This design comes from an exercise in tuning for small area, a short achievable clock period and few clock cycles on the open sky130 flow, not from production work. Power and IR drop assume default switching activity.

==> flow/design.v <==
module swath_engine (
    input  wire        clk,
    input  wire        rst,
    input  wire        in_valid,
    output wire        in_ready,
    input  wire [5:0]  in_swath,
    input  wire        in_mirror,
    input  wire [63:0] in_sh_l,
    input  wire [63:0] in_sh_r,
    input  wire [63:0] in_lv_l,
    input  wire [63:0] in_lv_r,
    output wire        ev_valid,
    input  wire        ev_ready,
    output wire [15:0] ev_data,
    output wire        res_valid,
    output wire [6:0]  res_k
);
    localparam [2:0] G_IDLE   = 3'd0,    
                     G_SELCOL = 3'd1,
                     G_RCMD   = 3'd2,
                     G_RSEL   = 3'd3,
                     G_DATA   = 3'd4,
                     G_WR     = 3'd5,
                     G_END    = 3'd6;
    localparam [3:0] K_CMD = 4'd1, K_DATA = 4'd2, K_SELCOL = 4'd3,
                     K_SELROW = 4'd4, K_WRITE = 4'd5, K_END = 4'd6;
    wire [63:0] d_l  = in_sh_l ^ in_lv_l;
    wire [63:0] d_r  = in_sh_r ^ in_lv_r;
    wire [63:0] wl_n = in_sh_l & ~in_lv_l;
    wire [63:0] wr_n = in_sh_r & ~in_lv_r;
    wire [63:0] wl_m = in_mirror ? (wl_n | d_r) : wl_n;
    wire [63:0] wr_m = in_mirror ? (wr_n | d_l) : wr_n;
    wire [63:0] any_n   = d_l | d_r;
    wire        blank_n = ~|any_n;
    reg [63:0] any, wl, wr;      
    reg [5:0]  sw;
    reg        rdy;              
    reg        full;             
    reg        fresh;            
    reg        blank_q;          
    reg        bq_ok;            
    reg        sel;              
    reg        xv;               
    reg [5:0]  ridx;             
    reg        rbl, rbr;         
    reg        rlast;            
    reg [2:0]  gs;               
    reg        first;            
    reg        last;             
    reg        bl, br;           
    reg [6:0]  k;                
    reg        evv, evend;
    reg [15:0] evd;
    reg        endr;             
    reg        resv;
    reg [6:0]  resk;
    reg [1:0]  nbp;              
    reg [2:0]  cnt;              
    reg        hold;             
    reg [63:0] pre;              
    integer i;
    always @(*) begin
        pre[0] = 1'b0;
        for (i = 1; i < 64; i = i + 1) pre[i] = pre[i-1] | any[i-1];
    end
    wire [63:0] lo = any & ~pre;
    reg  [5:0]  lo_idx;
    integer j;
    always @(*) begin
        lo_idx = 6'd0;
        for (j = 0; j < 64; j = j + 1) lo_idx = lo_idx | ({6{lo[j]}} & j[5:0]);
    end
    wire lo_l  = |(lo & wl);
    wire lo_r  = |(lo & wr);
    wire multi = |(any & pre);   
    wire sb       = ~|any;                       
    wire ext      = full & ~sb & sel & ~xv;      
    wire adv      = ~evv | ev_ready;
    wire gen_rsel = adv & (gs == G_RSEL);
    wire start    = adv & (gs == G_IDLE) & full & ~sb;
    wire take     = in_valid & rdy;
    wire retire   = full & sb;                   
    wire nb_new   = fresh & full & ~sb;          
    wire drain    = ~endr & (cnt != 3'd0) & ~hold;
    assign in_ready  = rdy;
    assign ev_valid  = evv;
    assign ev_data   = evd;
    assign res_valid = resv;
    assign res_k     = resk;
    wire       full_n = take | (full & ~retire & ~(ext & ~multi));
    wire [1:0] nbp_n  = nbp + {1'b0, nb_new} - {1'b0, endr};
    wire       hold_n = (retire & (nbp != 2'd0) | hold) & ~endr;
    wire [2:0] cnt_n  = cnt + {2'd0, retire} - {2'd0, drain};
    wire       slot_n = take ? (bq_ok & blank_q) : ~full_n;
    wire       rdy_n  = slot_n & (cnt_n <= 3'd4) &
                        ~((nbp_n != 2'd0) & ~hold_n & (cnt_n != 3'd0));
    always @(posedge clk) begin
        if (rdy) begin
            any <= any_n;
            wl  <= wl_m;
            wr  <= wr_m;
            sw  <= in_swath;
        end else if (ext) begin
            any <= any & pre;
        end
        blank_q <= blank_n;
        if (ext) begin
            ridx  <= lo_idx;
            rbl   <= lo_l;
            rbr   <= lo_r;
            rlast <= ~multi;
        end
    end
    always @(posedge clk) begin
        if (gen_rsel) begin
            bl   <= rbl;
            br   <= rbr;
            last <= rlast;
            k    <= first ? 7'd1 : k + 7'd1;
        end
        if (adv) begin
            case (gs)
                G_IDLE:   evd <= {K_CMD, 12'd0};
                G_SELCOL: evd <= {K_SELCOL, sw, sw};
                G_RCMD:   evd <= {K_CMD, 12'd0};
                G_RSEL:   evd <= {K_SELROW, ridx, ridx};
                G_DATA:   evd <= {K_DATA, 12'd0};
                G_WR:     evd <= {K_WRITE, 4'd0, {4{br}}, {4{bl}}};
                default:  evd <= {K_END, 12'd0};
            endcase
            evend <= (gs == G_END);
        end
        resk <= endr ? k : 7'd0;
    end
    always @(posedge clk) begin
        if (rst) begin
            rdy   <= 1'b1;
            full  <= 1'b0;
            fresh <= 1'b0;
            bq_ok <= 1'b0;
            sel   <= 1'b0;
            xv    <= 1'b0;
            gs    <= G_IDLE;
            first <= 1'b0;
            evv   <= 1'b0;
            endr  <= 1'b0;
            resv  <= 1'b0;
            nbp   <= 2'd0;
            cnt   <= 3'd0;
            hold  <= 1'b0;
        end else begin
            bq_ok <= in_valid & ~take;
            if (take)                            sel <= 1'b0;
            else if (adv && gs == G_SELCOL)      sel <= 1'b1;
            if (ext)           xv <= 1'b1;
            else if (gen_rsel) xv <= 1'b0;
            if (adv) begin
                case (gs)
                    G_IDLE: begin
                        evv <= full & ~sb;
                        if (full & ~sb) gs <= G_SELCOL;
                    end
                    G_SELCOL: begin evv <= 1'b1; gs <= G_RCMD; end
                    G_RCMD:   begin evv <= 1'b1; gs <= G_RSEL; end
                    G_RSEL:   begin evv <= 1'b1; gs <= G_DATA; end
                    G_DATA:   begin evv <= 1'b1; gs <= G_WR;   end
                    G_WR:     begin evv <= 1'b1; gs <= last ? G_END : G_RCMD; end
                    default:  begin evv <= 1'b1; gs <= G_IDLE; end
                endcase
            end
            if (start)         first <= 1'b1;
            else if (gen_rsel) first <= 1'b0;
            endr  <= evv & ev_ready & evend;
            rdy   <= rdy_n;
            full  <= full_n;
            fresh <= take;
            resv  <= endr | drain;
            nbp   <= nbp_n;
            cnt   <= cnt_n;
            hold  <= hold_n;
        end
    end
endmodule
==> flow/config.mk <==
export PLATFORM = sky130hd
export DESIGN_NAME = swath_engine
export DESIGN_NICKNAME = swath_engine
export VERILOG_FILES = /design/flow/design.v
export SDC_FILE = /design/flow/constraint.sdc
export NUM_CORES = 4
export LEC_CHECK = 0
export CAP_MARGIN = 20
export CORE_MARGIN = 2
export CORE_UTILIZATION = 40
export SLEW_MARGIN = 20
==> flow/constraint.sdc <==
create_clock -name core_clock -period 10.0 [get_ports {clk}]
set_input_delay 2.0000 -clock core_clock [delete_from_list [all_inputs] [get_ports {clk}]]
set_output_delay 2.0000 -clock core_clock [all_outputs]
set_load 0.01 [all_outputs]
standard.sh (not shown) runs the stock make flow with config.mk's settings and CLKGATE_MAP_FILE= SYNTH_SCRIPT=/design/flow/synth_recipe.tcl, a recipe that flattens the netlist after the stock synthesis.
==> flow/flow/run.sh <==
#!/bin/bash
# Layout flow: the standard ORFS flow (standard synthesis, unchanged),
# with small port buffers and the timing repair aimed at extra setup slack.
set -euo pipefail
export BUFFER_PORTS_ARGS="-buffer_cell sky130_fd_sc_hd__buf_1"
export SETUP_SLACK_MARGIN=6.5
bash standard.sh > orfs_make.log 2>&1
Change:
--- a/flow/design.v
+++ b/flow/design.v
@@ -36,14 +36,9 @@
     reg [5:0]  sw;
     reg        rdy;              
     reg        full;             
+    reg        sb;               
     reg        fresh;            
-    reg        blank_q;          
-    reg        bq_ok;            
-    reg        sel;              
-    reg        xv;               
-    reg [5:0]  ridx;             
-    reg        rbl, rbr;         
-    reg        rlast;            
+    reg        clr;              
     reg [2:0]  gs;               
     reg        first;            
     reg        last;             
@@ -73,8 +68,6 @@
     wire lo_l  = |(lo & wl);
     wire lo_r  = |(lo & wr);
     wire multi = |(any & pre);   
-    wire sb       = ~|any;                       
-    wire ext      = full & ~sb & sel & ~xv;      
     wire adv      = ~evv | ev_ready;
     wire gen_rsel = adv & (gs == G_RSEL);
     wire start    = adv & (gs == G_IDLE) & full & ~sb;
@@ -87,12 +80,12 @@
     assign ev_data   = evd;
     assign res_valid = resv;
     assign res_k     = resk;
-    wire       full_n = take | (full & ~retire & ~(ext & ~multi));
+    wire       full_n = take | (full & ~retire & ~(gen_rsel & ~multi));
+    wire       sb_n   = take ? blank_n : sb;
     wire [1:0] nbp_n  = nbp + {1'b0, nb_new} - {1'b0, endr};
     wire       hold_n = (retire & (nbp != 2'd0) | hold) & ~endr;
     wire [2:0] cnt_n  = cnt + {2'd0, retire} - {2'd0, drain};
-    wire       slot_n = take ? (bq_ok & blank_q) : ~full_n;
-    wire       rdy_n  = slot_n & (cnt_n <= 3'd4) &
+    wire       rdy_n  = (~full_n | sb_n) & (cnt_n <= 3'd4) &
                         ~((nbp_n != 2'd0) & ~hold_n & (cnt_n != 3'd0));
     always @(posedge clk) begin
         if (rdy) begin
@@ -100,22 +93,16 @@
             wl  <= wl_m;
             wr  <= wr_m;
             sw  <= in_swath;
-        end else if (ext) begin
+        end else if (clr) begin
             any <= any & pre;
         end
-        blank_q <= blank_n;
-        if (ext) begin
-            ridx  <= lo_idx;
-            rbl   <= lo_l;
-            rbr   <= lo_r;
-            rlast <= ~multi;
-        end
+        sb <= sb_n;
     end
     always @(posedge clk) begin
         if (gen_rsel) begin
-            bl   <= rbl;
-            br   <= rbr;
-            last <= rlast;
+            bl   <= lo_l;
+            br   <= lo_r;
+            last <= ~multi;
             k    <= first ? 7'd1 : k + 7'd1;
         end
         if (adv) begin
@@ -123,7 +110,7 @@
                 G_IDLE:   evd <= {K_CMD, 12'd0};
                 G_SELCOL: evd <= {K_SELCOL, sw, sw};
                 G_RCMD:   evd <= {K_CMD, 12'd0};
-                G_RSEL:   evd <= {K_SELROW, ridx, ridx};
+                G_RSEL:   evd <= {K_SELROW, lo_idx, lo_idx};
                 G_DATA:   evd <= {K_DATA, 12'd0};
                 G_WR:     evd <= {K_WRITE, 4'd0, {4{br}}, {4{bl}}};
                 default:  evd <= {K_END, 12'd0};
@@ -137,9 +124,7 @@
             rdy   <= 1'b1;
             full  <= 1'b0;
             fresh <= 1'b0;
-            bq_ok <= 1'b0;
-            sel   <= 1'b0;
-            xv    <= 1'b0;
+            clr   <= 1'b0;
             gs    <= G_IDLE;
             first <= 1'b0;
             evv   <= 1'b0;
@@ -149,11 +134,7 @@
             cnt   <= 3'd0;
             hold  <= 1'b0;
         end else begin
-            bq_ok <= in_valid & ~take;
-            if (take)                            sel <= 1'b0;
-            else if (adv && gs == G_SELCOL)      sel <= 1'b1;
-            if (ext)           xv <= 1'b1;
-            else if (gen_rsel) xv <= 1'b0;
+            clr <= gen_rsel;
             if (adv) begin
                 case (gs)
                     G_IDLE: begin
After rerunning:
- die area is lower by 3.4%
- synthesized cell count is lower by 2.3%
- worst hold slack is better by 77 ps
- setup slack is better by 380 ps
- routed wire length is lower by 3.1%
- cell area is lower by 2.8%
- power is lower by 4.5%
- non-clock buffer count is lower by 8
- global-route usage is higher by 0.20 points
- utilization is higher by 0.72 points
- sequential share of layout area is lower by 0.51 points
- final cell count is lower by 1.9%
- flip-flop and latch count is lower by 11
- clock skew is lower by 3.6 ps
Function was not checked in any run of this note: the RTL went through the layout flow alone.

separate check: timing with driven ports:
In the flow no input, the clock included, has a driving cell. The finished layouts below were timed again as built, in two steps.
Step 1 sets driving cells, clkbuf_16 on the clock port and buf_2 on the other inputs (assumed; they add their load-dependent delay and slew).
Step 2 moves the port delays by t, midway between the first and last clock arrival at a register: inputs arrive t later, outputs are due t later. That takes back most of the time a late clock gives input paths.
Slacks: ideal / step 1 / step 2; pairs: ideal / step 1.
run	t (ns)	setup WS [ns]	worst register clock-pin slew, ns	worst slew at a driven data input, ns
the first run	0.599	5.966 / 5.966 / 5.966	0.07 / 0.07	0.06
the second run	0.603	6.350 / 6.378 / 5.774	0.07 / 0.07	0.05
After both steps every run listed still meets setup and hold. For the second run, which loses most, drivers alone change the setup slack by +0.028 ns; drivers and shift together by -0.576 ns.
